What follows belongs to an exercise in optimizing a design on an open flow for small area, a short achievable clock period and few clock cycles per item; a production flow would make more cautious choices. Function was checked by simulation only, so behaviour that the tests miss may differ from the original. No activity file was given, so power comes from the tool's default toggle rates.

`flow/flow/run.sh`:
```
#!/bin/bash
set -euo pipefail
bash standard.sh SETUP_SLACK_MARGIN=5.6 finish > standard_flow.log 2>&1
```
`flow/standard.sh`:
```
#!/bin/bash
# synth_recipe.tcl (not shown) runs the flow's synth.tcl, then flattens the netlist and writes it again
# the make line also repeats each setting of config.mk as NAME=value (left out here)
make -C /OpenROAD-flow-scripts/flow DESIGN_CONFIG=/design/flow/config.mk WORK_HOME=/design/flow/orfs CLKGATE_MAP_FILE= SYNTH_SCRIPT=/design/flow/synth_recipe.tcl "${@:-finish}"
```
`flow/config.mk`:
```
export PLATFORM = sky130hd
export DESIGN_NAME = ntsc_csc
export DESIGN_NICKNAME = ntsc_csc
export VERILOG_FILES = /design/flow/design.v
export SDC_FILE = /design/flow/constraint.sdc
export NUM_CORES = 4
export LEC_CHECK = 0
export CAP_MARGIN = 20
export CORE_MARGIN = 2
export CORE_UTILIZATION = 40
export SLEW_MARGIN = 20
```
`flow/constraint.sdc`:
```
create_clock -name core_clock -period 10.5 [get_ports {clk}]
set_input_delay 2.1000 -clock core_clock [delete_from_list [all_inputs] [get_ports {clk}]]
set_output_delay 2.1000 -clock core_clock [all_outputs]
set_load 0.01 [all_outputs]
```
`flow/design.v`:
```
module ntsc_palette (
    input  wire [5:0]  index,
    output wire [23:0] rgb
);
    localparam [64*24-1:0] PAL = {
        24'h000000, 24'h000000, 24'hF8D8F8, 24'h00FCFC, 24'hB8F8D8, 24'hB8F8B8, 24'hD8F878, 24'hF8D878,
        24'hFCE0A8, 24'hF0D0B0, 24'hF8A4C0, 24'hF8B8F8, 24'hD8B8F8, 24'hB8B8F8, 24'hA4E4FC, 24'hFCFCFC,
        24'h000000, 24'h000000, 24'h787878, 24'h00E8D8, 24'h58F898, 24'h58D854, 24'hB8F818, 24'hF8B800,
        24'hFCA044, 24'hF87858, 24'hF85898, 24'hF878F8, 24'h9878F8, 24'h6888FC, 24'h3CBCFC, 24'hF8F8F8,
        24'h000000, 24'h000000, 24'h000000, 24'h008888, 24'h00A844, 24'h00A800, 24'h00B800, 24'hAC7C00,
        24'hE45C10, 24'hF83800, 24'hE40058, 24'hD800CC, 24'h6844FC, 24'h0058F8, 24'h0078F8, 24'hBCBCBC,
        24'h000000, 24'h000000, 24'h000000, 24'h004058, 24'h005800, 24'h006800, 24'h007800, 24'h503000,
        24'h881400, 24'hA81000, 24'hA80020, 24'h940084, 24'h4428BC, 24'h0000BC, 24'h0000FC, 24'h7C7C7C
    };
    assign rgb = PAL[index*24 +: 24];
endmodule
module ntsc_cand (
    input  wire [23:0] col,
    input  wire [2:0]  step,
    output reg  [6:0]  o
);
    always @(*) begin
        if (col[7:0] < 8'd97) begin
            if (col[23:16] < 8'd94) begin
                if (col[15:8] < 8'd96) begin
                    if (col[23:16] < 8'd61) begin
                        if (col[15:8] < 8'd44) begin
                            if (col[7:0] < 8'd36) begin
                                if (col[23:16] < 8'd29) begin
                                    o = 7'd77;
                                end else begin
                                    case (step)
                                        3'd0: o = 7'd8;
                                        default: o = 7'd77;
                                    endcase
                                end
                            end else begin
                                case (step)
                                    3'd0: o = 7'd8;
                                    3'd1: o = 7'd12;
                                    default: o = 7'd77;
                                endcase
                            end
                        end else begin
                            if (col[7:0] < 8'd65) begin
                                case (step)
                                    3'd0: o = 7'd8;
                                    3'd1: o = 7'd11;
                                    default: o = 7'd76;
                                endcase
                            end else begin
                                o = 7'd76;
                            end
                        end
                    end else begin
                        if (col[15:8] < 8'd48) begin
                            if (col[7:0] < 8'd65) begin
                                case (step)
                                    3'd0: o = 7'd7;
                                    default: o = 7'd72;
                                endcase
                            end else begin
                                case (step)
                                    3'd0: o = 7'd4;
                                    3'd1: o = 7'd7;
                                    3'd2: o = 7'd8;
                                    3'd3: o = 7'd12;
                                    default: o = 7'd109;
                                endcase
                            end
                        end else begin
                            if (col[7:0] < 8'd56) begin
                                o = 7'd72;
                            end else begin
                                case (step)
                                    3'd0: o = 7'd8;
                                    3'd1: o = 7'd12;
                                    default: o = 7'd109;
                                endcase
                            end
                        end
                    end
                end else begin
                    if (col[15:8] < 8'd145) begin
                        if (col[23:16] < 8'd54) begin
                            if (col[7:0] < 8'd35) begin
                                case (step)
                                    3'd0: o = 7'd9;
                                    default: o = 7'd74;
                                endcase
                            end else begin
                                case (step)
                                    3'd0: o = 7'd9;
                                    3'd1: o = 7'd10;
                                    3'd2: o = 7'd12;
                                    3'd3: o = 7'd27;
                                    default: o = 7'd92;
                                endcase
                            end
                        end else begin
                            if (col[7:0] < 8'd66) begin
                                case (step)
                                    3'd0: o = 7'd8;
                                    3'd1: o = 7'd9;
                                    3'd2: o = 7'd10;
                                    3'd3: o = 7'd12;
                                    3'd4: o = 7'd24;
                                    3'd5: o = 7'd27;
                                    3'd6: o = 7'd42;
                                    default: o = 7'd109;
                                endcase
                            end else begin
                                case (step)
                                    3'd0: o = 7'd12;
                                    3'd1: o = 7'd27;
                                    3'd2: o = 7'd28;
                                    default: o = 7'd109;
                                endcase
                            end
                        end
                    end else begin
                        if (col[15:8] < 8'd176) begin
                            if (col[23:16] < 8'd50) begin
                                if (col[7:0] < 8'd35) begin
                                    o = 7'd90;
                                end else begin
                                    o = 7'd91;
                                end
                            end else begin
                                case (step)
                                    3'd0: o = 7'd24;
                                    3'd1: o = 7'd26;
                                    3'd2: o = 7'd27;
                                    3'd3: o = 7'd42;
                                    default: o = 7'd109;
                                endcase
                            end
                        end else begin
                            if (col[7:0] < 8'd53) begin
                                if (col[7:0] < 8'd35) begin
                                    case (step)
                                        3'd0: o = 7'd25;
                                        default: o = 7'd106;
                                    endcase
                                end else begin
                                    case (step)
                                        3'd0: o = 7'd25;
                                        3'd1: o = 7'd27;
                                        default: o = 7'd106;
                                    endcase
                                end
                            end else begin
                                case (step)
                                    3'd0: o = 7'd27;
                                    default: o = 7'd106;
                                endcase
                            end
                        end
                    end
                end
            end else begin
                if (col[15:8] < 8'd88) begin
                    if (col[23:16] < 8'd165) begin
                        if (col[7:0] < 8'd50) begin
                            if (col[15:8] < 8'd71) begin
                                if (col[23:16] < 8'd128) begin
                                    case (step)
                                        3'd0: o = 7'd5;
                                        3'd1: o = 7'd7;
                                        default: o = 7'd72;
                                    endcase
                                end else begin
                                    case (step)
                                        3'd0: o = 7'd5;
                                        3'd1: o = 7'd6;
                                        default: o = 7'd71;
                                    endcase
                                end
                            end else begin
                                case (step)
                                    3'd0: o = 7'd7;
                                    3'd1: o = 7'd8;
                                    default: o = 7'd88;
                                endcase
                            end
                        end else begin
                            case (step)
                                3'd0: o = 7'd4;
                                3'd1: o = 7'd5;
                                3'd2: o = 7'd7;
                                3'd3: o = 7'd8;
                                3'd4: o = 7'd24;
                                default: o = 7'd109;
                            endcase
                        end
                    end else begin
                        if (col[23:16] < 8'd191) begin
                            if (col[7:0] < 8'd67) begin
                                if (col[15:8] < 8'd54) begin
                                    case (step)
                                        3'd0: o = 7'd5;
                                        default: o = 7'd70;
                                    endcase
                                end else begin
                                    case (step)
                                        3'd0: o = 7'd5;
                                        3'd1: o = 7'd6;
                                        3'd2: o = 7'd23;
                                        default: o = 7'd88;
                                    endcase
                                end
                            end else begin
                                case (step)
                                    3'd0: o = 7'd4;
                                    3'd1: o = 7'd5;
                                    3'd2: o = 7'd21;
                                    3'd3: o = 7'd23;
                                    3'd4: o = 7'd24;
                                    3'd5: o = 7'd38;
                                    default: o = 7'd109;
                                endcase
                            end
                        end else begin
                            if (col[7:0] < 8'd39) begin
                                if (col[23:16] < 8'd231) begin
                                    case (step)
                                        3'd0: o = 7'd5;
                                        3'd1: o = 7'd6;
                                        3'd2: o = 7'd21;
                                        3'd3: o = 7'd22;
                                        default: o = 7'd87;
                                    endcase
                                end else begin
                                    case (step)
                                        3'd0: o = 7'd21;
                                        3'd1: o = 7'd22;
                                        default: o = 7'd87;
                                    endcase
                                end
                            end else begin
                                if (col[7:0] < 8'd80) begin
                                    case (step)
                                        3'd0: o = 7'd5;
                                        3'd1: o = 7'd21;
                                        3'd2: o = 7'd22;
                                        3'd3: o = 7'd23;
                                        default: o = 7'd102;
                                    endcase
                                end else begin
                                    case (step)
                                        3'd0: o = 7'd21;
                                        default: o = 7'd102;
                                    endcase
                                end
                            end
                        end
                    end
                end else begin
                    if (col[15:8] < 8'd166) begin
                        if (col[23:16] < 8'd171) begin
                            if (col[15:8] < 8'd135) begin
                                if (col[23:16] < 8'd125) begin
                                    if (col[7:0] < 8'd60) begin
                                        case (step)
                                            3'd0: o = 7'd8;
                                            3'd1: o = 7'd24;
                                            default: o = 7'd109;
                                        endcase
                                    end else begin
                                        o = 7'd109;
                                    end
                                end else begin
                                    case (step)
                                        3'd0: o = 7'd0;
                                        3'd1: o = 7'd24;
                                        default: o = 7'd109;
                                    endcase
                                end
                            end else begin
                                case (step)
                                    3'd0: o = 7'd0;
                                    3'd1: o = 7'd24;
                                    3'd2: o = 7'd42;
                                    default: o = 7'd109;
                                endcase
                            end
                        end else begin
                            if (col[7:0] < 8'd42) begin
                                if (col[15:8] < 8'd122) begin
                                    case (step)
                                        3'd0: o = 7'd23;
                                        default: o = 7'd88;
                                    endcase
                                end else begin
                                    case (step)
                                        3'd0: o = 7'd23;
                                        3'd1: o = 7'd24;
                                        3'd2: o = 7'd39;
                                        default: o = 7'd104;
                                    endcase
                                end
                            end else begin
                                if (col[23:16] < 8'd208) begin
                                    case (step)
                                        3'd0: o = 7'd0;
                                        3'd1: o = 7'd23;
                                        3'd2: o = 7'd24;
                                        3'd3: o = 7'd38;
                                        3'd4: o = 7'd39;
                                        default: o = 7'd109;
                                    endcase
                                end else begin
                                    case (step)
                                        3'd0: o = 7'd23;
                                        3'd1: o = 7'd38;
                                        default: o = 7'd103;
                                    endcase
                                end
                            end
                        end
                    end else begin
                        if (col[23:16] < 8'd182) begin
                            if (col[15:8] < 8'd195) begin
                                if (col[23:16] < 8'd164) begin
                                    case (step)
                                        3'd0: o = 7'd0;
                                        3'd1: o = 7'd24;
                                        3'd2: o = 7'd41;
                                        default: o = 7'd106;
                                    endcase
                                end else begin
                                    case (step)
                                        3'd0: o = 7'd0;
                                        3'd1: o = 7'd24;
                                        3'd2: o = 7'd39;
                                        3'd3: o = 7'd41;
                                        3'd4: o = 7'd42;
                                        default: o = 7'd121;
                                    endcase
                                end
                            end else begin
                                if (col[7:0] < 8'd79) begin
                                    case (step)
                                        3'd0: o = 7'd41;
                                        default: o = 7'd106;
                                    endcase
                                end else begin
                                    case (step)
                                        3'd0: o = 7'd41;
                                        3'd1: o = 7'd42;
                                        default: o = 7'd121;
                                    endcase
                                end
                            end
                        end else begin
                            if (col[7:0] < 8'd32) begin
                                case (step)
                                    3'd0: o = 7'd24;
                                    3'd1: o = 7'd40;
                                    default: o = 7'd105;
                                endcase
                            end else begin
                                if (col[7:0] < 8'd57) begin
                                    case (step)
                                        3'd0: o = 7'd24;
                                        3'd1: o = 7'd39;
                                        3'd2: o = 7'd40;
                                        3'd3: o = 7'd41;
                                        3'd4: o = 7'd56;
                                        default: o = 7'd121;
                                    endcase
                                end else begin
                                    case (step)
                                        3'd0: o = 7'd39;
                                        3'd1: o = 7'd41;
                                        3'd2: o = 7'd56;
                                        default: o = 7'd121;
                                    endcase
                                end
                            end
                        end
                    end
                end
            end
        end else begin
            if (col[23:16] < 8'd164) begin
                if (col[15:8] < 8'd126) begin
                    if (col[23:16] < 8'd84) begin
                        if (col[7:0] < 8'd185) begin
                            if (col[23:16] < 8'd54) begin
                                if (col[15:8] < 8'd68) begin
                                    case (step)
                                        3'd0: o = 7'd2;
                                        3'd1: o = 7'd3;
                                        default: o = 7'd76;
                                    endcase
                                end else begin
                                    if (col[7:0] < 8'd162) begin
                                        case (step)
                                            3'd0: o = 7'd3;
                                            3'd1: o = 7'd12;
                                            default: o = 7'd92;
                                        endcase
                                    end else begin
                                        case (step)
                                            3'd0: o = 7'd2;
                                            3'd1: o = 7'd3;
                                            3'd2: o = 7'd18;
                                            default: o = 7'd92;
                                        endcase
                                    end
                                end
                            end else begin
                                if (col[15:8] < 8'd87) begin
                                    case (step)
                                        3'd0: o = 7'd3;
                                        3'd1: o = 7'd4;
                                        3'd2: o = 7'd12;
                                        default: o = 7'd109;
                                    endcase
                                end else begin
                                    case (step)
                                        3'd0: o = 7'd0;
                                        3'd1: o = 7'd3;
                                        3'd2: o = 7'd12;
                                        3'd3: o = 7'd28;
                                        3'd4: o = 7'd34;
                                        default: o = 7'd109;
                                    endcase
                                end
                            end
                        end else begin
                            if (col[15:8] < 8'd96) begin
                                if (col[23:16] < 8'd46) begin
                                    if (col[7:0] < 8'd220) begin
                                        case (step)
                                            3'd0: o = 7'd2;
                                            3'd1: o = 7'd3;
                                            default: o = 7'd82;
                                        endcase
                                    end else begin
                                        case (step)
                                            3'd0: o = 7'd1;
                                            3'd1: o = 7'd3;
                                            default: o = 7'd82;
                                        endcase
                                    end
                                end else begin
                                    if (col[7:0] < 8'd204) begin
                                        o = 7'd67;
                                    end else begin
                                        case (step)
                                            3'd0: o = 7'd1;
                                            3'd1: o = 7'd3;
                                            3'd2: o = 7'd18;
                                            default: o = 7'd83;
                                        endcase
                                    end
                                end
                            end else begin
                                if (col[15:8] < 8'd104) begin
                                    case (step)
                                        3'd0: o = 7'd3;
                                        3'd1: o = 7'd18;
                                        3'd2: o = 7'd19;
                                        3'd3: o = 7'd28;
                                        default: o = 7'd98;
                                    endcase
                                end else begin
                                    if (col[7:0] < 8'd213) begin
                                        case (step)
                                            3'd0: o = 7'd3;
                                            3'd1: o = 7'd17;
                                            3'd2: o = 7'd28;
                                            default: o = 7'd98;
                                        endcase
                                    end else begin
                                        case (step)
                                            3'd0: o = 7'd17;
                                            default: o = 7'd98;
                                        endcase
                                    end
                                end
                            end
                        end
                    end else begin
                        if (col[7:0] < 8'd179) begin
                            if (col[15:8] < 8'd107) begin
                                if (col[15:8] < 8'd46) begin
                                    case (step)
                                        3'd0: o = 7'd3;
                                        default: o = 7'd68;
                                    endcase
                                end else begin
                                    if (col[15:8] < 8'd71) begin
                                        case (step)
                                            3'd0: o = 7'd0;
                                            3'd1: o = 7'd3;
                                            3'd2: o = 7'd4;
                                            default: o = 7'd109;
                                        endcase
                                    end else begin
                                        if (col[7:0] < 8'd136) begin
                                            if (col[23:16] < 8'd125) begin
                                                o = 7'd109;
                                            end else begin
                                                case (step)
                                                    3'd0: o = 7'd0;
                                                    default: o = 7'd109;
                                                endcase
                                            end
                                        end else begin
                                            case (step)
                                                3'd0: o = 7'd0;
                                                3'd1: o = 7'd3;
                                                default: o = 7'd109;
                                            endcase
                                        end
                                    end
                                end
                            end else begin
                                case (step)
                                    3'd0: o = 7'd0;
                                    default: o = 7'd109;
                                endcase
                            end
                        end else begin
                            if (col[15:8] < 8'd103) begin
                                if (col[23:16] < 8'd112) begin
                                    case (step)
                                        3'd0: o = 7'd0;
                                        3'd1: o = 7'd3;
                                        default: o = 7'd83;
                                    endcase
                                end else begin
                                    if (col[15:8] < 8'd58) begin
                                        case (step)
                                            3'd0: o = 7'd3;
                                            3'd1: o = 7'd4;
                                            3'd2: o = 7'd19;
                                            default: o = 7'd84;
                                        endcase
                                    end else begin
                                        if (col[7:0] < 8'd204) begin
                                            case (step)
                                                3'd0: o = 7'd0;
                                                3'd1: o = 7'd3;
                                                3'd2: o = 7'd4;
                                                3'd3: o = 7'd19;
                                                3'd4: o = 7'd20;
                                                default: o = 7'd99;
                                            endcase
                                        end else begin
                                            case (step)
                                                3'd0: o = 7'd19;
                                                default: o = 7'd99;
                                            endcase
                                        end
                                    end
                                end
                            end else begin
                                if (col[7:0] < 8'd199) begin
                                    case (step)
                                        3'd0: o = 7'd0;
                                        3'd1: o = 7'd3;
                                        3'd2: o = 7'd34;
                                        default: o = 7'd99;
                                    endcase
                                end else begin
                                    case (step)
                                        3'd0: o = 7'd34;
                                        default: o = 7'd99;
                                    endcase
                                end
                            end
                        end
                    end
                end else begin
                    if (col[23:16] < 8'd94) begin
                        if (col[7:0] < 8'd174) begin
                            if (col[23:16] < 8'd56) begin
                                if (col[15:8] < 8'd162) begin
                                    case (step)
                                        3'd0: o = 7'd27;
                                        default: o = 7'd92;
                                    endcase
                                end else begin
                                    case (step)
                                        3'd0: o = 7'd27;
                                        3'd1: o = 7'd28;
                                        3'd2: o = 7'd42;
                                        3'd3: o = 7'd43;
                                        default: o = 7'd108;
                                    endcase
                                end
                            end else begin
                                if (col[15:8] < 8'd183) begin
                                    case (step)
                                        3'd0: o = 7'd0;
                                        3'd1: o = 7'd27;
                                        3'd2: o = 7'd28;
                                        3'd3: o = 7'd33;
                                        3'd4: o = 7'd42;
                                        3'd5: o = 7'd43;
                                        default: o = 7'd109;
                                    endcase
                                end else begin
                                    case (step)
                                        3'd0: o = 7'd42;
                                        default: o = 7'd107;
                                    endcase
                                end
                            end
                        end else begin
                            if (col[15:8] < 8'd186) begin
                                if (col[7:0] < 8'd198) begin
                                    case (step)
                                        3'd0: o = 7'd0;
                                        3'd1: o = 7'd17;
                                        3'd2: o = 7'd28;
                                        3'd3: o = 7'd33;
                                        3'd4: o = 7'd34;
                                        3'd5: o = 7'd43;
                                        default: o = 7'd108;
                                    endcase
                                end else begin
                                    case (step)
                                        3'd0: o = 7'd17;
                                        3'd1: o = 7'd33;
                                        3'd2: o = 7'd34;
                                        default: o = 7'd108;
                                    endcase
                                end
                            end else begin
                                if (col[7:0] < 8'd227) begin
                                    if (col[23:16] < 8'd18) begin
                                        o = 7'd108;
                                    end else begin
                                        case (step)
                                            3'd0: o = 7'd33;
                                            3'd1: o = 7'd43;
                                            default: o = 7'd108;
                                        endcase
                                    end
                                end else begin
                                    if (col[23:16] < 8'd68) begin
                                        case (step)
                                            3'd0: o = 7'd33;
                                            3'd1: o = 7'd44;
                                            default: o = 7'd124;
                                        endcase
                                    end else begin
                                        case (step)
                                            3'd0: o = 7'd33;
                                            default: o = 7'd107;
                                        endcase
                                    end
                                end
                            end
                        end
                    end else begin
                        if (col[7:0] < 8'd181) begin
                            if (col[15:8] < 8'd163) begin
                                if (col[7:0] < 8'd144) begin
                                    case (step)
                                        3'd0: o = 7'd0;
                                        default: o = 7'd109;
                                    endcase
                                end else begin
                                    if (col[23:16] < 8'd96) begin
                                        case (step)
                                            3'd0: o = 7'd0;
                                            default: o = 7'd109;
                                        endcase
                                    end else begin
                                        case (step)
                                            3'd0: o = 7'd0;
                                            default: o = 7'd80;
                                        endcase
                                    end
                                end
                            end else begin
                                if (col[7:0] < 8'd142) begin
                                    if (col[23:16] < 8'd135) begin
                                        case (step)
                                            3'd0: o = 7'd0;
                                            3'd1: o = 7'd42;
                                            3'd2: o = 7'd43;
                                            default: o = 7'd109;
                                        endcase
                                    end else begin
                                        case (step)
                                            3'd0: o = 7'd0;
                                            3'd1: o = 7'd16;
                                            3'd2: o = 7'd42;
                                            3'd3: o = 7'd43;
                                            3'd4: o = 7'd57;
                                            default: o = 7'd122;
                                        endcase
                                    end
                                end else begin
                                    if (col[15:8] < 8'd193) begin
                                        case (step)
                                            3'd0: o = 7'd0;
                                            3'd1: o = 7'd16;
                                            default: o = 7'd107;
                                        endcase
                                    end else begin
                                        case (step)
                                            3'd0: o = 7'd16;
                                            3'd1: o = 7'd43;
                                            default: o = 7'd122;
                                        endcase
                                    end
                                end
                            end
                        end else begin
                            if (col[15:8] < 8'd204) begin
                                if (col[15:8] < 8'd173) begin
                                    if (col[23:16] < 8'd113) begin
                                        case (step)
                                            3'd0: o = 7'd0;
                                            default: o = 7'd98;
                                        endcase
                                    end else begin
                                        case (step)
                                            3'd0: o = 7'd0;
                                            3'd1: o = 7'd16;
                                            3'd2: o = 7'd34;
                                            3'd3: o = 7'd35;
                                            default: o = 7'd114;
                                        endcase
                                    end
                                end else begin
                                    case (step)
                                        3'd0: o = 7'd0;
                                        3'd1: o = 7'd16;
                                        3'd2: o = 7'd33;
                                        3'd3: o = 7'd34;
                                        3'd4: o = 7'd43;
                                        3'd5: o = 7'd49;
                                        default: o = 7'd114;
                                    endcase
                                end
                            end else begin
                                if (col[23:16] < 8'd118) begin
                                    case (step)
                                        3'd0: o = 7'd33;
                                        3'd1: o = 7'd43;
                                        default: o = 7'd113;
                                    endcase
                                end else begin
                                    if (col[7:0] < 8'd218) begin
                                        case (step)
                                            3'd0: o = 7'd16;
                                            3'd1: o = 7'd43;
                                            3'd2: o = 7'd49;
                                            3'd3: o = 7'd58;
                                            default: o = 7'd123;
                                        endcase
                                    end else begin
                                        case (step)
                                            3'd0: o = 7'd49;
                                            default: o = 7'd123;
                                        endcase
                                    end
                                end
                            end
                        end
                    end
                end
            end else begin
                if (col[15:8] < 8'd198) begin
                    if (col[15:8] < 8'd113) begin
                        if (col[7:0] < 8'd186) begin
                            if (col[23:16] < 8'd207) begin
                                if (col[7:0] < 8'd143) begin
                                    if (col[15:8] < 8'd65) begin
                                        case (step)
                                            3'd0: o = 7'd4;
                                            3'd1: o = 7'd21;
                                            default: o = 7'd101;
                                        endcase
                                    end else begin
                                        case (step)
                                            3'd0: o = 7'd0;
                                            3'd1: o = 7'd4;
                                            3'd2: o = 7'd21;
                                            3'd3: o = 7'd37;
                                            3'd4: o = 7'd38;
                                            default: o = 7'd109;
                                        endcase
                                    end
                                end else begin
                                    case (step)
                                        3'd0: o = 7'd0;
                                        3'd1: o = 7'd4;
                                        3'd2: o = 7'd20;
                                        3'd3: o = 7'd35;
                                        default: o = 7'd101;
                                    endcase
                                end
                            end else begin
                                if (col[15:8] < 8'd66) begin
                                    case (step)
                                        3'd0: o = 7'd20;
                                        3'd1: o = 7'd21;
                                        3'd2: o = 7'd37;
                                        default: o = 7'd102;
                                    endcase
                                end else begin
                                    case (step)
                                        3'd0: o = 7'd37;
                                        default: o = 7'd102;
                                    endcase
                                end
                            end
                        end else begin
                            if (col[23:16] < 8'd201) begin
                                case (step)
                                    3'd0: o = 7'd19;
                                    3'd1: o = 7'd20;
                                    3'd2: o = 7'd35;
                                    default: o = 7'd101;
                                endcase
                            end else begin
                                if (col[15:8] < 8'd41) begin
                                    o = 7'd84;
                                end else begin
                                    case (step)
                                        3'd0: o = 7'd20;
                                        3'd1: o = 7'd36;
                                        default: o = 7'd101;
                                    endcase
                                end
                            end
                        end
                    end else begin
                        if (col[7:0] < 8'd197) begin
                            if (col[7:0] < 8'd148) begin
                                if (col[15:8] < 8'd150) begin
                                    case (step)
                                        3'd0: o = 7'd0;
                                        3'd1: o = 7'd16;
                                        3'd2: o = 7'd37;
                                        3'd3: o = 7'd38;
                                        default: o = 7'd117;
                                    endcase
                                end else begin
                                    if (col[23:16] < 8'd197) begin
                                        case (step)
                                            3'd0: o = 7'd0;
                                            3'd1: o = 7'd16;
                                            3'd2: o = 7'd38;
                                            3'd3: o = 7'd39;
                                            3'd4: o = 7'd56;
                                            default: o = 7'd121;
                                        endcase
                                    end else begin
                                        case (step)
                                            3'd0: o = 7'd16;
                                            3'd1: o = 7'd38;
                                            3'd2: o = 7'd39;
                                            3'd3: o = 7'd53;
                                            3'd4: o = 7'd54;
                                            default: o = 7'd120;
                                        endcase
                                    end
                                end
                            end else begin
                                if (col[15:8] < 8'd157) begin
                                    case (step)
                                        3'd0: o = 7'd0;
                                        3'd1: o = 7'd16;
                                        3'd2: o = 7'd35;
                                        3'd3: o = 7'd37;
                                        default: o = 7'd117;
                                    endcase
                                end else begin
                                    if (col[23:16] < 8'd207) begin
                                        o = 7'd80;
                                    end else begin
                                        case (step)
                                            3'd0: o = 7'd16;
                                            3'd1: o = 7'd53;
                                            default: o = 7'd118;
                                        endcase
                                    end
                                end
                            end
                        end else begin
                            if (col[23:16] < 8'd201) begin
                                if (col[15:8] < 8'd155) begin
                                    case (step)
                                        3'd0: o = 7'd16;
                                        3'd1: o = 7'd35;
                                        3'd2: o = 7'd50;
                                        default: o = 7'd117;
                                    endcase
                                end else begin
                                    case (step)
                                        3'd0: o = 7'd16;
                                        default: o = 7'd114;
                                    endcase
                                end
                            end else begin
                                if (col[7:0] < 8'd228) begin
                                    case (step)
                                        3'd0: o = 7'd16;
                                        3'd1: o = 7'd36;
                                        3'd2: o = 7'd51;
                                        3'd3: o = 7'd52;
                                        3'd4: o = 7'd53;
                                        default: o = 7'd118;
                                    endcase
                                end else begin
                                    if (col[23:16] < 8'd233) begin
                                        case (step)
                                            3'd0: o = 7'd36;
                                            default: o = 7'd115;
                                        endcase
                                    end else begin
                                        case (step)
                                            3'd0: o = 7'd36;
                                            default: o = 7'd116;
                                        endcase
                                    end
                                end
                            end
                        end
                    end
                end else begin
                    if (col[7:0] < 8'd210) begin
                        if (col[7:0] < 8'd201) begin
                            if (col[7:0] < 8'd163) begin
                                if (col[7:0] < 8'd135) begin
                                    if (col[23:16] < 8'd197) begin
                                        case (step)
                                            3'd0: o = 7'd16;
                                            default: o = 7'd121;
                                        endcase
                                    end else begin
                                        case (step)
                                            3'd0: o = 7'd56;
                                            default: o = 7'd121;
                                        endcase
                                    end
                                end else begin
                                    case (step)
                                        3'd0: o = 7'd16;
                                        3'd1: o = 7'd54;
                                        3'd2: o = 7'd55;
                                        3'd3: o = 7'd56;
                                        3'd4: o = 7'd57;
                                        default: o = 7'd122;
                                    endcase
                                end
                            end else begin
                                if (col[23:16] < 8'd203) begin
                                    case (step)
                                        3'd0: o = 7'd16;
                                        default: o = 7'd122;
                                    endcase
                                end else begin
                                    if (col[23:16] < 8'd231) begin
                                        case (step)
                                            3'd0: o = 7'd16;
                                            3'd1: o = 7'd54;
                                            3'd2: o = 7'd55;
                                            default: o = 7'd122;
                                        endcase
                                    end else begin
                                        case (step)
                                            3'd0: o = 7'd54;
                                            default: o = 7'd119;
                                        endcase
                                    end
                                end
                            end
                        end else begin
                            if (col[23:16] < 8'd228) begin
                                case (step)
                                    3'd0: o = 7'd16;
                                    3'd1: o = 7'd54;
                                    default: o = 7'd123;
                                endcase
                            end else begin
                                case (step)
                                    3'd0: o = 7'd32;
                                    3'd1: o = 7'd54;
                                    3'd2: o = 7'd55;
                                    default: o = 7'd123;
                                endcase
                            end
                        end
                    end else begin
                        if (col[15:8] < 8'd232) begin
                            if (col[23:16] < 8'd226) begin
                                if (col[23:16] < 8'd208) begin
                                    case (step)
                                        3'd0: o = 7'd16;
                                        3'd1: o = 7'd49;
                                        3'd2: o = 7'd50;
                                        3'd3: o = 7'd51;
                                        3'd4: o = 7'd59;
                                        default: o = 7'd125;
                                    endcase
                                end else begin
                                    if (col[7:0] < 8'd217) begin
                                        case (step)
                                            3'd0: o = 7'd16;
                                            3'd1: o = 7'd51;
                                            3'd2: o = 7'd54;
                                            3'd3: o = 7'd59;
                                            default: o = 7'd125;
                                        endcase
                                    end else begin
                                        case (step)
                                            3'd0: o = 7'd51;
                                            3'd1: o = 7'd59;
                                            default: o = 7'd125;
                                        endcase
                                    end
                                end
                            end else begin
                                if (col[15:8] < 8'd207) begin
                                    case (step)
                                        3'd0: o = 7'd51;
                                        3'd1: o = 7'd52;
                                        3'd2: o = 7'd54;
                                        default: o = 7'd125;
                                    endcase
                                end else begin
                                    if (col[7:0] < 8'd215) begin
                                        case (step)
                                            3'd0: o = 7'd54;
                                            default: o = 7'd125;
                                        endcase
                                    end else begin
                                        o = 7'd125;
                                    end
                                end
                            end
                        end else begin
                            if (col[23:16] < 8'd227) begin
                                case (step)
                                    3'd0: o = 7'd32;
                                    3'd1: o = 7'd49;
                                    3'd2: o = 7'd54;
                                    default: o = 7'd123;
                                endcase
                            end else begin
                                if (col[15:8] < 8'd236) begin
                                    case (step)
                                        3'd0: o = 7'd32;
                                        default: o = 7'd118;
                                    endcase
                                end else begin
                                    case (step)
                                        3'd0: o = 7'd32;
                                        default: o = 7'd112;
                                    endcase
                                end
                            end
                        end
                    end
                end
            end
        end
    end
endmodule
module ntsc_palk (
    input  wire [5:0]  index,
    output wire [14:0] k
);
    localparam [64*15-1:0] K = {
        15'd24576,
        15'd24576,
        15'd3368,
        15'd8700,
        15'd6824,
        15'd8424,
        15'd9256,
        15'd9256,
        15'd6838,
        15'd8096,
        15'd8918,
        15'd4968,
        15'd6824,
        15'd8424,
        15'd6778,
        15'd762,
        15'd24576,
        15'd24576,
        15'd19176,
        15'd12016,
        15'd13032,
        15'd16894,
        15'd12584,
        15'd12656,
        15'd12860,
        15'd14120,
        15'd13032,
        15'd7400,
        15'd12200,
        15'd12974,
        15'd11770,
        15'd1512,
        15'd24576,
        15'd24576,
        15'd24576,
        15'd19952,
        15'd20470,
        15'd21048,
        15'd20344,
        15'd18956,
        15'd16988,
        15'd16496,
        15'd17110,
        15'd13542,
        15'd14708,
        15'd15920,
        15'd15088,
        15'd11322,
        15'd24576,
        15'd24576,
        15'd24576,
        15'd23096,
        15'd23608,
        15'd23224,
        15'd22776,
        15'd23488,
        15'd22214,
        15'd21016,
        15'd20920,
        15'd19660,
        15'd19380,
        15'd20158,
        15'd16638,
        15'd18810
    };
    assign k = K[index*15 +: 15];
endmodule
module ntsc_pack (
    input  wire [23:0] c,
    output wire [15:0] w
);
    localparam [256*5-1:0] Q5 = {
        5'd31,
        5'd31,
        5'd31,
        5'd31,
        5'd31,
        5'd30,
        5'd30,
        5'd30,
        5'd30,
        5'd30,
        5'd30,
        5'd30,
        5'd30,
        5'd29,
        5'd29,
        5'd29,
        5'd29,
        5'd29,
        5'd29,
        5'd29,
        5'd29,
        5'd28,
        5'd28,
        5'd28,
        5'd28,
        5'd28,
        5'd28,
        5'd28,
        5'd28,
        5'd27,
        5'd27,
        5'd27,
        5'd27,
        5'd27,
        5'd27,
        5'd27,
        5'd27,
        5'd27,
        5'd26,
        5'd26,
        5'd26,
        5'd26,
        5'd26,
        5'd26,
        5'd26,
        5'd26,
        5'd25,
        5'd25,
        5'd25,
        5'd25,
        5'd25,
        5'd25,
        5'd25,
        5'd25,
        5'd24,
        5'd24,
        5'd24,
        5'd24,
        5'd24,
        5'd24,
        5'd24,
        5'd24,
        5'd23,
        5'd23,
        5'd23,
        5'd23,
        5'd23,
        5'd23,
        5'd23,
        5'd23,
        5'd22,
        5'd22,
        5'd22,
        5'd22,
        5'd22,
        5'd22,
        5'd22,
        5'd22,
        5'd22,
        5'd21,
        5'd21,
        5'd21,
        5'd21,
        5'd21,
        5'd21,
        5'd21,
        5'd21,
        5'd20,
        5'd20,
        5'd20,
        5'd20,
        5'd20,
        5'd20,
        5'd20,
        5'd20,
        5'd19,
        5'd19,
        5'd19,
        5'd19,
        5'd19,
        5'd19,
        5'd19,
        5'd19,
        5'd18,
        5'd18,
        5'd18,
        5'd18,
        5'd18,
        5'd18,
        5'd18,
        5'd18,
        5'd18,
        5'd17,
        5'd17,
        5'd17,
        5'd17,
        5'd17,
        5'd17,
        5'd17,
        5'd17,
        5'd16,
        5'd16,
        5'd16,
        5'd16,
        5'd16,
        5'd16,
        5'd16,
        5'd16,
        5'd15,
        5'd15,
        5'd15,
        5'd15,
        5'd15,
        5'd15,
        5'd15,
        5'd15,
        5'd14,
        5'd14,
        5'd14,
        5'd14,
        5'd14,
        5'd14,
        5'd14,
        5'd14,
        5'd13,
        5'd13,
        5'd13,
        5'd13,
        5'd13,
        5'd13,
        5'd13,
        5'd13,
        5'd13,
        5'd12,
        5'd12,
        5'd12,
        5'd12,
        5'd12,
        5'd12,
        5'd12,
        5'd12,
        5'd11,
        5'd11,
        5'd11,
        5'd11,
        5'd11,
        5'd11,
        5'd11,
        5'd11,
        5'd10,
        5'd10,
        5'd10,
        5'd10,
        5'd10,
        5'd10,
        5'd10,
        5'd10,
        5'd9,
        5'd9,
        5'd9,
        5'd9,
        5'd9,
        5'd9,
        5'd9,
        5'd9,
        5'd9,
        5'd8,
        5'd8,
        5'd8,
        5'd8,
        5'd8,
        5'd8,
        5'd8,
        5'd8,
        5'd7,
        5'd7,
        5'd7,
        5'd7,
        5'd7,
        5'd7,
        5'd7,
        5'd7,
        5'd6,
        5'd6,
        5'd6,
        5'd6,
        5'd6,
        5'd6,
        5'd6,
        5'd6,
        5'd5,
        5'd5,
        5'd5,
        5'd5,
        5'd5,
        5'd5,
        5'd5,
        5'd5,
        5'd4,
        5'd4,
        5'd4,
        5'd4,
        5'd4,
        5'd4,
        5'd4,
        5'd4,
        5'd4,
        5'd3,
        5'd3,
        5'd3,
        5'd3,
        5'd3,
        5'd3,
        5'd3,
        5'd3,
        5'd2,
        5'd2,
        5'd2,
        5'd2,
        5'd2,
        5'd2,
        5'd2,
        5'd2,
        5'd1,
        5'd1,
        5'd1,
        5'd1,
        5'd1,
        5'd1,
        5'd1,
        5'd1,
        5'd0,
        5'd0,
        5'd0,
        5'd0,
        5'd0
    };
    localparam [256*6-1:0] Q6 = {
        6'd63,
        6'd63,
        6'd63,
        6'd62,
        6'd62,
        6'd62,
        6'd62,
        6'd61,
        6'd61,
        6'd61,
        6'd61,
        6'd60,
        6'd60,
        6'd60,
        6'd60,
        6'd59,
        6'd59,
        6'd59,
        6'd59,
        6'd58,
        6'd58,
        6'd58,
        6'd58,
        6'd57,
        6'd57,
        6'd57,
        6'd57,
        6'd56,
        6'd56,
        6'd56,
        6'd56,
        6'd55,
        6'd55,
        6'd55,
        6'd55,
        6'd54,
        6'd54,
        6'd54,
        6'd54,
        6'd53,
        6'd53,
        6'd53,
        6'd53,
        6'd52,
        6'd52,
        6'd52,
        6'd52,
        6'd51,
        6'd51,
        6'd51,
        6'd51,
        6'd50,
        6'd50,
        6'd50,
        6'd50,
        6'd49,
        6'd49,
        6'd49,
        6'd49,
        6'd48,
        6'd48,
        6'd48,
        6'd48,
        6'd47,
        6'd47,
        6'd47,
        6'd47,
        6'd46,
        6'd46,
        6'd46,
        6'd46,
        6'd45,
        6'd45,
        6'd45,
        6'd45,
        6'd44,
        6'd44,
        6'd44,
        6'd44,
        6'd43,
        6'd43,
        6'd43,
        6'd43,
        6'd42,
        6'd42,
        6'd42,
        6'd42,
        6'd42,
        6'd41,
        6'd41,
        6'd41,
        6'd41,
        6'd40,
        6'd40,
        6'd40,
        6'd40,
        6'd39,
        6'd39,
        6'd39,
        6'd39,
        6'd38,
        6'd38,
        6'd38,
        6'd38,
        6'd37,
        6'd37,
        6'd37,
        6'd37,
        6'd36,
        6'd36,
        6'd36,
        6'd36,
        6'd35,
        6'd35,
        6'd35,
        6'd35,
        6'd34,
        6'd34,
        6'd34,
        6'd34,
        6'd33,
        6'd33,
        6'd33,
        6'd33,
        6'd32,
        6'd32,
        6'd32,
        6'd32,
        6'd31,
        6'd31,
        6'd31,
        6'd31,
        6'd30,
        6'd30,
        6'd30,
        6'd30,
        6'd29,
        6'd29,
        6'd29,
        6'd29,
        6'd28,
        6'd28,
        6'd28,
        6'd28,
        6'd27,
        6'd27,
        6'd27,
        6'd27,
        6'd26,
        6'd26,
        6'd26,
        6'd26,
        6'd25,
        6'd25,
        6'd25,
        6'd25,
        6'd24,
        6'd24,
        6'd24,
        6'd24,
        6'd23,
        6'd23,
        6'd23,
        6'd23,
        6'd22,
        6'd22,
        6'd22,
        6'd22,
        6'd21,
        6'd21,
        6'd21,
        6'd21,
        6'd21,
        6'd20,
        6'd20,
        6'd20,
        6'd20,
        6'd19,
        6'd19,
        6'd19,
        6'd19,
        6'd18,
        6'd18,
        6'd18,
        6'd18,
        6'd17,
        6'd17,
        6'd17,
        6'd17,
        6'd16,
        6'd16,
        6'd16,
        6'd16,
        6'd15,
        6'd15,
        6'd15,
        6'd15,
        6'd14,
        6'd14,
        6'd14,
        6'd14,
        6'd13,
        6'd13,
        6'd13,
        6'd13,
        6'd12,
        6'd12,
        6'd12,
        6'd12,
        6'd11,
        6'd11,
        6'd11,
        6'd11,
        6'd10,
        6'd10,
        6'd10,
        6'd10,
        6'd9,
        6'd9,
        6'd9,
        6'd9,
        6'd8,
        6'd8,
        6'd8,
        6'd8,
        6'd7,
        6'd7,
        6'd7,
        6'd7,
        6'd6,
        6'd6,
        6'd6,
        6'd6,
        6'd5,
        6'd5,
        6'd5,
        6'd5,
        6'd4,
        6'd4,
        6'd4,
        6'd4,
        6'd3,
        6'd3,
        6'd3,
        6'd3,
        6'd2,
        6'd2,
        6'd2,
        6'd2,
        6'd1,
        6'd1,
        6'd1,
        6'd1,
        6'd0,
        6'd0,
        6'd0
    };
    assign w = {Q5[c[23:16]*5 +: 5], Q6[c[15:8]*6 +: 6], Q5[c[7:0]*5 +: 5]};
endmodule
module ntsc_unpack (
    input  wire [15:0] w,
    output wire [23:0] c
);
    localparam [32*8-1:0] E5 = {
        8'd255,
        8'd247,
        8'd239,
        8'd230,
        8'd222,
        8'd214,
        8'd206,
        8'd197,
        8'd189,
        8'd181,
        8'd173,
        8'd165,
        8'd156,
        8'd148,
        8'd140,
        8'd132,
        8'd123,
        8'd115,
        8'd107,
        8'd99,
        8'd90,
        8'd82,
        8'd74,
        8'd66,
        8'd58,
        8'd49,
        8'd41,
        8'd33,
        8'd25,
        8'd16,
        8'd8,
        8'd0
    };
    localparam [64*8-1:0] E6 = {
        8'd255,
        8'd251,
        8'd247,
        8'd243,
        8'd239,
        8'd235,
        8'd231,
        8'd227,
        8'd223,
        8'd219,
        8'd215,
        8'd210,
        8'd206,
        8'd202,
        8'd198,
        8'd194,
        8'd190,
        8'd186,
        8'd182,
        8'd178,
        8'd174,
        8'd170,
        8'd166,
        8'd162,
        8'd158,
        8'd154,
        8'd150,
        8'd146,
        8'd142,
        8'd138,
        8'd134,
        8'd130,
        8'd125,
        8'd121,
        8'd117,
        8'd113,
        8'd109,
        8'd105,
        8'd101,
        8'd97,
        8'd93,
        8'd89,
        8'd85,
        8'd81,
        8'd77,
        8'd73,
        8'd69,
        8'd65,
        8'd61,
        8'd57,
        8'd53,
        8'd49,
        8'd45,
        8'd40,
        8'd36,
        8'd32,
        8'd28,
        8'd24,
        8'd20,
        8'd16,
        8'd12,
        8'd8,
        8'd4,
        8'd0
    };
    assign c = {E5[w[15:11]*8 +: 8], E6[w[10:5]*8 +: 8], E5[w[4:0]*8 +: 8]};
endmodule
module ntsc_csc (
    input  wire        clk,
    input  wire        rst,
    input  wire        in_valid,
    output wire        in_ready,
    input  wire [1:0]  in_op,
    input  wire [31:0] in_data,
    output wire        out_valid,
    input  wire        out_ready,
    output wire [31:0] out_data,
    output wire        out_err
);
    localparam OP_DECODE = 2'd0;
    localparam OP_ENCODE = 2'd1;
    localparam OP_PACK   = 2'd2;
    localparam OP_UNPACK = 2'd3;
    reg         ov;
    reg  [23:0] od;
    reg         oe;
    wire        adv = !ov | out_ready;
    reg         v0;
    reg  [1:0]  op0;
    reg  [23:0] d0;
    reg         e0;
    reg         v1;
    reg  [1:0]  op1;
    reg  [23:0] d1;
    reg         e1;
    reg  [2:0]  step1;
    reg  [5:0]  idx1;
    reg         first1, last1;
    reg         sel1;        
    wire        done1 = !v1 | last1;
    wire        take0 = adv & done1;
    assign in_ready = adv & (!v0 | done1);
    always @(posedge clk) begin
        if (rst) begin
            v0 <= 1'b0;
        end else if (in_ready) begin
            v0 <= in_valid;
        end
    end
    always @(posedge clk) begin
        if (in_ready) begin
            op0 <= in_op;
            d0  <= in_data[23:0];
            e0  <= |in_data[31:6];
        end
    end
    wire [23:0] ccol  = sel1 ? d0 : d1;
    wire [2:0]  cstep = sel1 ? 3'd0 : step1;
    wire [6:0]  cand;
    ntsc_cand u_cand (.col(ccol), .step(cstep), .o(cand));
    always @(posedge clk) begin
        if (rst) begin
            v1 <= 1'b0;
        end else if (take0) begin
            v1 <= v0;
        end
    end
    always @(posedge clk) begin
        if (rst) begin
            sel1 <= 1'b1;
        end else if (adv) begin
            sel1 <= done1 ? (!v0 | (op0 != OP_ENCODE) | cand[6]) : cand[6];
        end
    end
    always @(posedge clk) begin
        if (adv) begin
            if (done1) begin
                op1    <= op0;
                d1     <= d0;
                e1     <= e0;
                step1  <= 3'd1;
                first1 <= 1'b1;
                idx1   <= (op0 == OP_ENCODE) ? cand[5:0] : d0[5:0];
                last1  <= (op0 == OP_ENCODE) ? cand[6] : 1'b1;
            end else begin
                step1  <= step1 + 3'd1;
                first1 <= 1'b0;
                idx1   <= cand[5:0];
                last1  <= cand[6];
            end
        end
    end
    wire [23:0] prgb;
    wire [14:0] pk;
    ntsc_palette u_pal (.index(idx1), .rgb(prgb));
    ntsc_palk    u_pk  (.index(idx1), .k(pk));
    wire [9:0]  r3 = {2'b00, d1[23:16]} + {1'b0, d1[23:16], 1'b0};
    wire [9:0]  g3 = {2'b00, d1[15:8]}  + {1'b0, d1[15:8], 1'b0};
    wire [9:0]  b3 = {2'b00, d1[7:0]}   + {1'b0, d1[7:0], 1'b0};
    function [9:0] pick(input [1:0] dig, input [7:0] c, input [9:0] c3);
        case (dig)
            2'd0:    pick = 10'd0;
            2'd1:    pick = {2'b00, c};
            2'd2:    pick = {1'b0, c, 1'b0};
            default: pick = c3;
        endcase
    endfunction
    function [33:0] csa(input [16:0] a, input [16:0] b, input [16:0] c);
        csa = {(a & b | a & c | b & c) << 1, a ^ b ^ c};
    endfunction
    wire [16:0] row0 = {7'd0, pick(prgb[19:18], d1[23:16], r3)};
    wire [16:0] row1 = {5'd0, pick(prgb[21:20], d1[23:16], r3), 2'd0};
    wire [16:0] row2 = {3'd0, pick(prgb[23:22], d1[23:16], r3), 4'd0};
    wire [16:0] row3 = {7'd0, pick(prgb[11:10], d1[15:8], g3)};
    wire [16:0] row4 = {5'd0, pick(prgb[13:12], d1[15:8], g3), 2'd0};
    wire [16:0] row5 = {3'd0, pick(prgb[15:14], d1[15:8], g3), 4'd0};
    wire [16:0] row6 = {7'd0, pick(prgb[3:2], d1[7:0], b3)};
    wire [16:0] row7 = {5'd0, pick(prgb[5:4], d1[7:0], b3), 2'd0};
    wire [16:0] row8 = {3'd0, pick(prgb[7:6], d1[7:0], b3), 4'd0};
    wire [33:0] l1a = csa(row0, row1, row2);
    wire [33:0] l1b = csa(row3, row4, row5);
    wire [33:0] l1c = csa(row6, row7, row8);
    wire [33:0] l2a = csa(l1a[16:0], l1a[33:17], l1b[16:0]);
    wire [33:0] l2b = csa(l1b[33:17], l1c[16:0], l1c[33:17]);
    wire [33:0] l3a = csa(l2a[16:0], l2a[33:17], l2b[16:0]);
    wire [15:0] packed565;
    wire [23:0] unpacked;
    ntsc_pack   u_pack   (.c(d1), .w(packed565));
    ntsc_unpack u_unpack (.w(d1[15:0]), .c(unpacked));
    reg  [23:0] r1;
    always @(*) begin
        case (op1)
            OP_DECODE: r1 = e1 ? 24'd0 : prgb;
            OP_ENCODE: r1 = {1'b0, idx1, l3a[16:0]};
            OP_PACK:   r1 = {8'd0, packed565};
            default:   r1 = unpacked;
        endcase
    end
    reg         v2;
    reg         enc2, first2, last2, err2;
    reg  [23:0] d2;
    reg  [16:1] c2, e2;
    reg  [14:0] k2;
    always @(posedge clk) begin
        if (rst) begin
            v2 <= 1'b0;
        end else if (adv) begin
            v2 <= v1;
        end
    end
    always @(posedge clk) begin
        if (adv) begin
            enc2   <= (op1 == OP_ENCODE);
            first2 <= first1;
            last2  <= last1;
            err2   <= e1 & (op1 == OP_DECODE);
            d2     <= r1;
            c2     <= l3a[33:18];
            e2     <= l2b[33:18];
            k2     <= pk;
        end
    end
    reg  [16:0] best;
    wire [16:0] score2 = d2[16:0] + {c2, 1'b0} + {e2, 1'b0} + {2'b00, k2};
    wire [17:0] diff2  = {1'b0, d2[16:0]} + {1'b0, c2, 1'b0} + {1'b0, e2, 1'b0} + {3'b000, k2} + {1'b1, ~best};
    wire        better = first2 | !diff2[17];
    always @(posedge clk) begin
        if (rst) begin
            ov <= 1'b0;
        end else if (adv) begin
            ov <= v2 & (!enc2 | last2);
        end
    end
    always @(posedge clk) begin
        if (adv & v2) begin
            if (enc2) begin
                oe <= 1'b0;
                if (better) begin
                    best <= score2;
                    od   <= {18'd0, d2[22:17]};
                end
            end else begin
                oe <= err2;
                od <= d2;
            end
        end
    end
    assign out_valid = ov;
    assign out_data  = {8'd0, od};
    assign out_err   = oe;
endmodule
```
==> impl_results.md, run 1 <==
- Status: no timing/DRC/antenna violations
- Drt wl/cell: 29.7 um
- Fmax: 202 MHz
- Post-synthesis sequential area ratio: 22.6%
- Maximum VDD drop: 0.385 mV
- Max-slew headroom: 18.4%
- DRC: 0
- Worst-Skew Late Latency: 0.49 ns
- Crit path DAT: 5.08 ns
- Clock Pin Slew Worst Setup and Hold Paths: 0.09 ns
- Tot GR Track Use: 36.0%
- LEAKAGE: 10.1 nW
- Layout cell share with drive strength beyond 1: 12.0%
- Std-Cell Rows: 88
- Pint: 0.00355 W
- Total of fill cells in the finished design: 5729
- First-pass GRT wire length: 160000 um
- TNS Setup: 0 ns
- CTS buffer count: 17
- Leading cell types in the layout, fill and taps excluded: 298 x a21oi_1, 280 x nand2_1, 278 x nor2_1
- Final setup fails: 0
- Finished Layout Cells: 3779
- Worst clock skew: 0.0209 ns
- Clock share of power: 9.4%
- Clk root buf: clkbuf_16
- NetSw: 0.00372 W
- Cell variety after synth: 116
- Placed cells: 3679
- Required time of the critical path: 10.62 ns
- Antenna viol nets, final: 0
- Comb power frac: 73.8%
- Crit-path leading delay family: compound AO/OA/AOI/OAI gates
- Fin. max-slew vios: 0
- Final WS setup: 5.54 ns
- Met2 Routed Length: 45000 um
- CP bufs+invs: 1
- Place WS: 4.17 ns
- Syn Area/Cell: 7.84 um2
- CTS tree: done
- Metal-1 WL: 47600 um
- Antenna Cells: 0
- Pwr Density: 275 nW/um2
- Via-to-Cell Ratio: 6.76
- Final period utilization: 47.3%
- DR top layer: met5
- Flop pwr share: 16.8%
- Final net count: 3241
- WL final: 112000 um
- Area of the die: 60500 um2
- H-tree depth: 4
- Synth Register Bits: 178
- DIE HEIGHT: 246 um
- Die W: 246 um
- CTS Buffer Depth: 2
- Initial antenna violation count: 6
- Crit path kind: reg2reg
- CP max-delay cell: edfxtp_1
- Metal3 WL: 15800 um
- Detailed Routing Iterations Pass 1: 6
- Largest net degree at the start of global routing: 87
- Post-Syn Area: 23400 um2
- Iteration-0 DRC Markers: 3998
- Final hold vios: 0
- Synth async-reset ratio: 0%
- Commonest non-fill, non-tap cell in the layout: a21oi_1
- Worst setup EP type: flip-flop
- Switching part of the total power: 51.2%
- Worst-Margin Slew: 1.21 ns
- TritonCTS Sinks: 178
- Startpoint types: flip-flop
- Hpwl dp: 84000 um
- Critical Path Max Stage Delay: 0.90 ns
- Synth Flop Type: edfxtp_1
- Worst Path Max Fanout: 17
- Syn-to-layout area delta: 12.7%
- Starting Density: 40.5%
- Core ar.: 57800 um2
- Placer Congestion: 1.07
- Fin crit period: 4.96 ns
- GRT overflow: 0
- Worst Hold Slack: 0.430 ns
- Vias in the first global route: 23300
- RSZ-0062 raised after global routing: yes
- PortBufs: 64
- Vias: 25600
- Hold-fix buffers, CTS: 0
- Syn Inst Count: 2991
- Post-synth EDFFs: 173
- Synth warnings: 2
- MaxCap Viol Count: 0
- I/O Pins: 73
- Critical path cell sequence: clkinv_1, o21ai_2, a31oi_1, nor2_1, o21ai_0, a221o_1, o211ai_1, o311ai_1, o211ai_1, o311ai_1
- Hold crit path type: reg2reg
-- worst reg2reg max path, cell delays in order, from the launching register on --
cell and delay (ns):
edfxtp_1 0.90, clkinv_1 0.62, o21ai_2 0.60, a31oi_1 0.34
nor2_1 0.20, o21ai_0 0.09, a221o_1 0.35, o211ai_1 0.39
o311ai_1 0.35, o211ai_1 0.33, o311ai_1 0.43
-- path summary, 6_finish.rpt --
path,start,to,slack (ns),cells past startpoint
hold / removal,e0,e1,0.43,0
hold reg to reg,e0,e1,0.43,0
setup / recovery,d1[23],idx1[2],5.54,10
setup reg to reg,d1[23],idx1[2],5.54,10
-- routing by layer --
layer	GRT usage [%]	up-vias
li1	-	11000
met1	51.9	12400
met2	50.4	1842
met3	12.0	245
met4	10.7	12
met5	0	-
-- through the flow --
| stage | power [W] | utilization [%] | area [um2] |
|---|---|---|---|
| floorplan | 0.00473 | - | 23500 |
| global placement | 0.00616 | 42.7 | 24700 |
| detailed placement | 0.00626 | 42.7 | 24700 |
| CTS | 0.00706 | 44.7 | 25800 |
| global route | 0.00786 | 45.7 | 26400 |
| finish | 0.00727 | 45.7 | 26400 |
-- registers in the layout, summed over array words and instances (netlist names), 2 cells and up --
name	count
step1	3
d0	24
best	17
d1	24
idx1	6
e2	10
op1	2
op0	2
d2	24
c2	14
od	24
k2	14
-- power by group through the flow --
stage	registers, W	logic [W]	clock network, W
after detailed placement	0.00126	0.00500	0
after global placement	0.00126	0.00490	0
after CTS	0.00123	0.00513	0.000702
final	0.00122	0.00537	0.000686
after floorplan	0.00118	0.00355	0
after global routing	0.00123	0.00591	0.000725
-- final cells by class --
type	instances	area [um2]	share of cell area (%)
sequential	178	5300	20.1
multi-input combinational	2387	16800	63.6
tap	765	957	3.63
clock buffer	17	425	1.61
clock inverter	15	193	0.730
timing repair inverter	1	7.51	0.0284
inverter	200	776	2.94
timing repair buffer	216	1940	7.36
-- cell families (layout without fill, tap and decap cells) --
group / Yosys count / after routing / share of synthesized area [%]
flip-flops: 178 / 178 / 22.6
buffers and inverters: 433 / 449 / 7.70
AO/OA/AOI/OAI: 1097 / 1097 / 30.4
AND/OR/NAND/NOR: 932 / 932 / 18.8
other: 1 / 8 / 0.0160
XOR/XNOR: 39 / 39 / 1.46
multiplexers: 108 / 108 / 5.25
adder cells (fa/ha/maj): 203 / 203 / 13.8
-- cell usage after synthesis, drive strengths merged, types with 14 or more instances --
master	number	share of area (%)
a2111oi	14	0.58
a211oi	56	1.9
a21o	23	0.74
a21oi	312	6.8
a221oi	15	0.61
a22oi	14	0.49
a311oi	21	0.78
a31oi	59	1.6
buf	86	2.1
clkbuf	147	2.4
edfxtp	173	22
fa	93	7.9
ha	109	5.8
inv	192	3.1
mux2	17	0.82
mux2i	84	3.8
nand2	285	4.6
nand2b	24	0.64
nand3	71	1.5
nand3b	18	0.58
nor2	294	4.8
nor2b	47	1.3
nor3	65	1.5
nor3b	17	0.61
nor4	26	0.72
o211ai	50	1.6
o21a	21	0.67
o21ai	282	6.1
o221ai	16	0.70
o22ai	38	1.0
o31ai	26	0.93
xnor2	29	1.1
-- timing repair --
action | 4_1_cts | 5_1_grt
resized for setup | 60 | 82
cloned | 2 | 2
setup buffers | 34 | 30
pin swaps | 1 | 7
endpoints found under the setup margin | 33 | 57
endpoints found under the hold margin | 0 | 0
Testbench counts, summed over its fixed seeds: cycles 2,981, items 2,048.
==> run 2: changes to the inputs <==
--- a/flow/config.mk
+++ b/flow/config.mk
@@ -7,5 +7,5 @@
 export LEC_CHECK = 0
 export CAP_MARGIN = 20
 export CORE_MARGIN = 2
-export CORE_UTILIZATION = 40
+export CORE_UTILIZATION = 50
 export SLEW_MARGIN = 20
==> run 2 against run 1 <==
Compared with the run above: still clean; die area is 20% lower; global-route usage is 8.3 points higher; hold slack hardly changed; non-clock buffer count stayed put; area after synthesis stayed put; highest routed layer unchanged.
==> impl_results.md, run 2 <==
- Critical Path Max Stage Delay: 0.94 ns
- Required time of the critical path: 10.65 ns
- Maximum VDD drop: 0.549 mV
- TNS Setup: 0 ns
- Worst hold stages: 0
- Std-Cell Rows: 79
- DIE HEIGHT: 221 um
- Final net count: 3240
- Via-to-Cell Ratio: 7.11
- Most frequent cell after synthesis: a21oi_1
- Hold-fix buffers, CTS: 0
- Critical path cell sequence: buf_6, mux2i_2, a2111oi_2, or2_1, a21oi_1, o21ai_1, o22ai_1, o211ai_1, o311ai_1, o211ai_1, o311ai_1
- Iteration-0 DRC Markers: 4127
- Worst-Margin Slew: 1.25 ns
- Crit path DAT: 5.09 ns
- Fmax: 203 MHz
- CTS tree: done
- Tot GR Track Use: 44.3%
- Detailed Routing Iterations Pass 1: 7
- Largest family of logic cells by synthesized area: compound AO/OA/AOI/OAI gates
- Synth async-reset ratio: 0%
- First-pass GRT wire length: 158000 um
- Hold crit path type: reg2reg
- Syn Inst Count: 2991
- DRC: 0
- WL final: 109000 um
- Final hold vios: 0
- CP max-delay cell: a2111oi_2
- Area contributors post-synth: edfxtp_1 22%, fa_1 7.9%, a21oi_1 6.5%
- Post-synthesis sequential area ratio: 22.6%
- Worst Path Max Fanout: 94
- Area of the die: 48600 um2
- Clk root buf: clkbuf_16
- Worst clock skew: 0.0185 ns
- Worst Min Path Start: first1
- RSZ-0062 raised after global routing: yes
- Synth Flop Type: edfxtp_1
- MaxCap Viol Count: 0
- Synth top area share: 22.2%
- Largest net degree at the start of global routing: 95
- Worst setup EP type: flip-flop
- Design Area, Final: 26300 um2
- Commonest non-fill, non-tap cell in the layout: a21oi_1
- Cell variety after synth: 116
- Hpwl dp: 80100 um
- Placer Congestion: 1.09
- Post-synthesis mux area share: 5.25%
- Clock Pin Slew Worst Setup and Hold Paths: 0.08 ns
- Placed cells: 3512
- Leading cell types in the layout, fill and taps excluded: 296 x a21oi_1, 280 x nor2_1, 280 x nand2_1
- Max-slew headroom: 16.1%
- Final setup fails: 0
- Startpoint types: flip-flop
- Synth warnings: 2
- Antenna viol nets, final: 0
- WHS Endpoint: first2
- Layout cell share with drive strength beyond 1: 11.8%
- TritonCTS Sinks: 178
- Syn-to-layout area delta: 12.0%
- Initial antenna violation count: 4
- Post-Syn Area: 23400 um2
- Core ar.: 46500 um2
- Worst-Skew Late Latency: 0.49 ns
- Simple-gate share of the synthesized area: 18.8%
- Post-synth EDFFs: 173
- Finished Layout Cells: 3623
- PortBufs: 64
- Synth Register Bits: 178
- Top cells by count, synth: 304 x a21oi_1, 290 x nor2_1, 284 x nand2_1, 251 x o21ai_0, 191 x inv_1
- CTS Buffer Depth: 2
- Total design power: 0.00740 W
- GRT overflow: 0
- R2R setup slack: 5.56 ns
- Final Util: 56.5%
- I/O Pins: 73
- R2R cell count: 11
- Final period utilization: 47.0%
- H-tree depth: 4
- Worst R2R Start: sel1
- Crit path kind: reg2reg
- Starting Density: 50.4%
- Xor/xnor share of the synthesized area: 1.46%
- Drt wl/cell: 30.1 um
- Pwr Density: 282 nW/um2
- Vias: 25800
- Fin. max-slew vios: 0
- LEAKAGE: 10.2 nW
- Syn Area/Cell: 7.84 um2
- Die W: 221 um
- Largest area contributor in the netlist: edfxtp_1
- Fin crit period: 4.94 ns
- Vias in the first global route: 24100
- Post-DP Area: 24400 um2
- Post-Synth Adder-Cell Area: 13.8%
- Status: no timing/DRC/antenna violations
- Post-synthesis compound-gate area fraction: 30.4%
- Reg-to-reg endpoint: idx1[2]
- CTS buffer count: 17
==> run 2: cell counts after synthesis <==
Identical to the previous run, type by type.
==> run 2: critical path: cells and delay by family, from the launching register on <==
family / cells / cell delay, ns
flops: 1 / 0.57
simple gates: 1 / 0.50
mux: 1 / 0.32
buf+inv: 1 / 0.56
compound gates: 8 / 2.60
==> run 2: worst max-delay path by stage <==
| stage | startpoint | endpoint | slack [ns] |
|---|---|---|---|
| floorplan | d2[4] | od[0] | 5.49 |
| detailed placement | out_ready | in_ready | 4.52 |
| global route | d1[17] | d2[10] | 5.45 |
| finish | sel1 | idx1[2] | 5.56 |
| global placement | out_ready | in_ready | 4.57 |
| CTS | out_ready | in_ready | 5.56 |
==> run 2: layout make-up <==
cell class / instances / area, um2
clock inverter: 14 / 176
sequential: 178 / 5300
tap: 607 / 759
inverter: 200 / 773
fill: 4221 / 20200
clock buffer: 18 / 429
multi-input combinational: 2387 / 16800
antenna: 3 / 7.51
timing repair buffer: 216 / 2010
==> run 2: power by group <==
part / total [W] / switching, W / internal [W]
clock: 0.000678 / 0.000320 / 0.000358
combinational: 0.00551 / 0.00333 / 0.00218
sequential: 0.00121 / 0.000109 / 0.00110
total: 0.00740 / 0.00375 / 0.00364
==> run 2: kinds of logic after synthesis <==
| logic type | count (synthesis) |
|---|---|
| mux | 108 |
| simple gates | 932 |
| other cells | 1 |
| xor+xnor | 39 |
| buf+inv | 433 |
| fa+ha+maj | 203 |
| compound gates | 1097 |
| flops | 178 |
==> run 2: timing repair <==
| action | in CTS | in global routing |
|---|---|---|
| endpoints found under the setup margin | 32 | 37 |
| resized for setup | 60 | 69 |
| pin swaps | 3 | 12 |
| gates cloned | 2 | 3 |
| buffers inserted | 30 | 40 |
==> run 2: per-layer routing <==
layer / wire, um / track usage [%] / up-vias
li1: - / - / 11100
met1: 37800 / 51.0 / 12200
met2: 48800 / 70.6 / 1922
met3: 11100 / 9.10 / 561
met4: 11400 / 37.8 / 2
met5: 12 / 0 / -
==> run 2: metrics by stage <==
stage | setup slack [ns] | hold WS, ns
after floorplan | 5.49 | 0.400
after global placement | 4.57 | 0.421
after detailed placement | 4.52 | 0.419
after CTS | 5.56 | 0.435
after global routing | 5.45 | 0.436
final | 5.56 | 0.430

-- what the ideal ports hide --
How much do the figures lean on ideal ports? The routed layouts below were timed once more, with nothing changed but the port constraints.
Step 1, drivers: a clkbuf_16 drives clk and a buf_2 each remaining input, both assumed.
Step 2 also shifts input and output timing later by t, the mid clock arrival at the registers, as if the neighbouring blocks saw the same clock.
Slacks: no drivers / after step 1 / after step 2; pairs: no drivers / after step 1.
| run | shift t [ns] | slack for setup (ns) | worst setup path at the end | worst slew at a driven data input, ns | cell pins on the clock port's net |
|---|---|---|---|---|---|
| run 1 | 0.542 | 5.537 / 5.537 / 5.537 | register to register | 0.05 | 1 |
| run 2 | 0.542 | 5.563 / 5.563 / 5.563 | register to register | 0.04 | 1 |
After both steps every run listed still meets setup and hold.
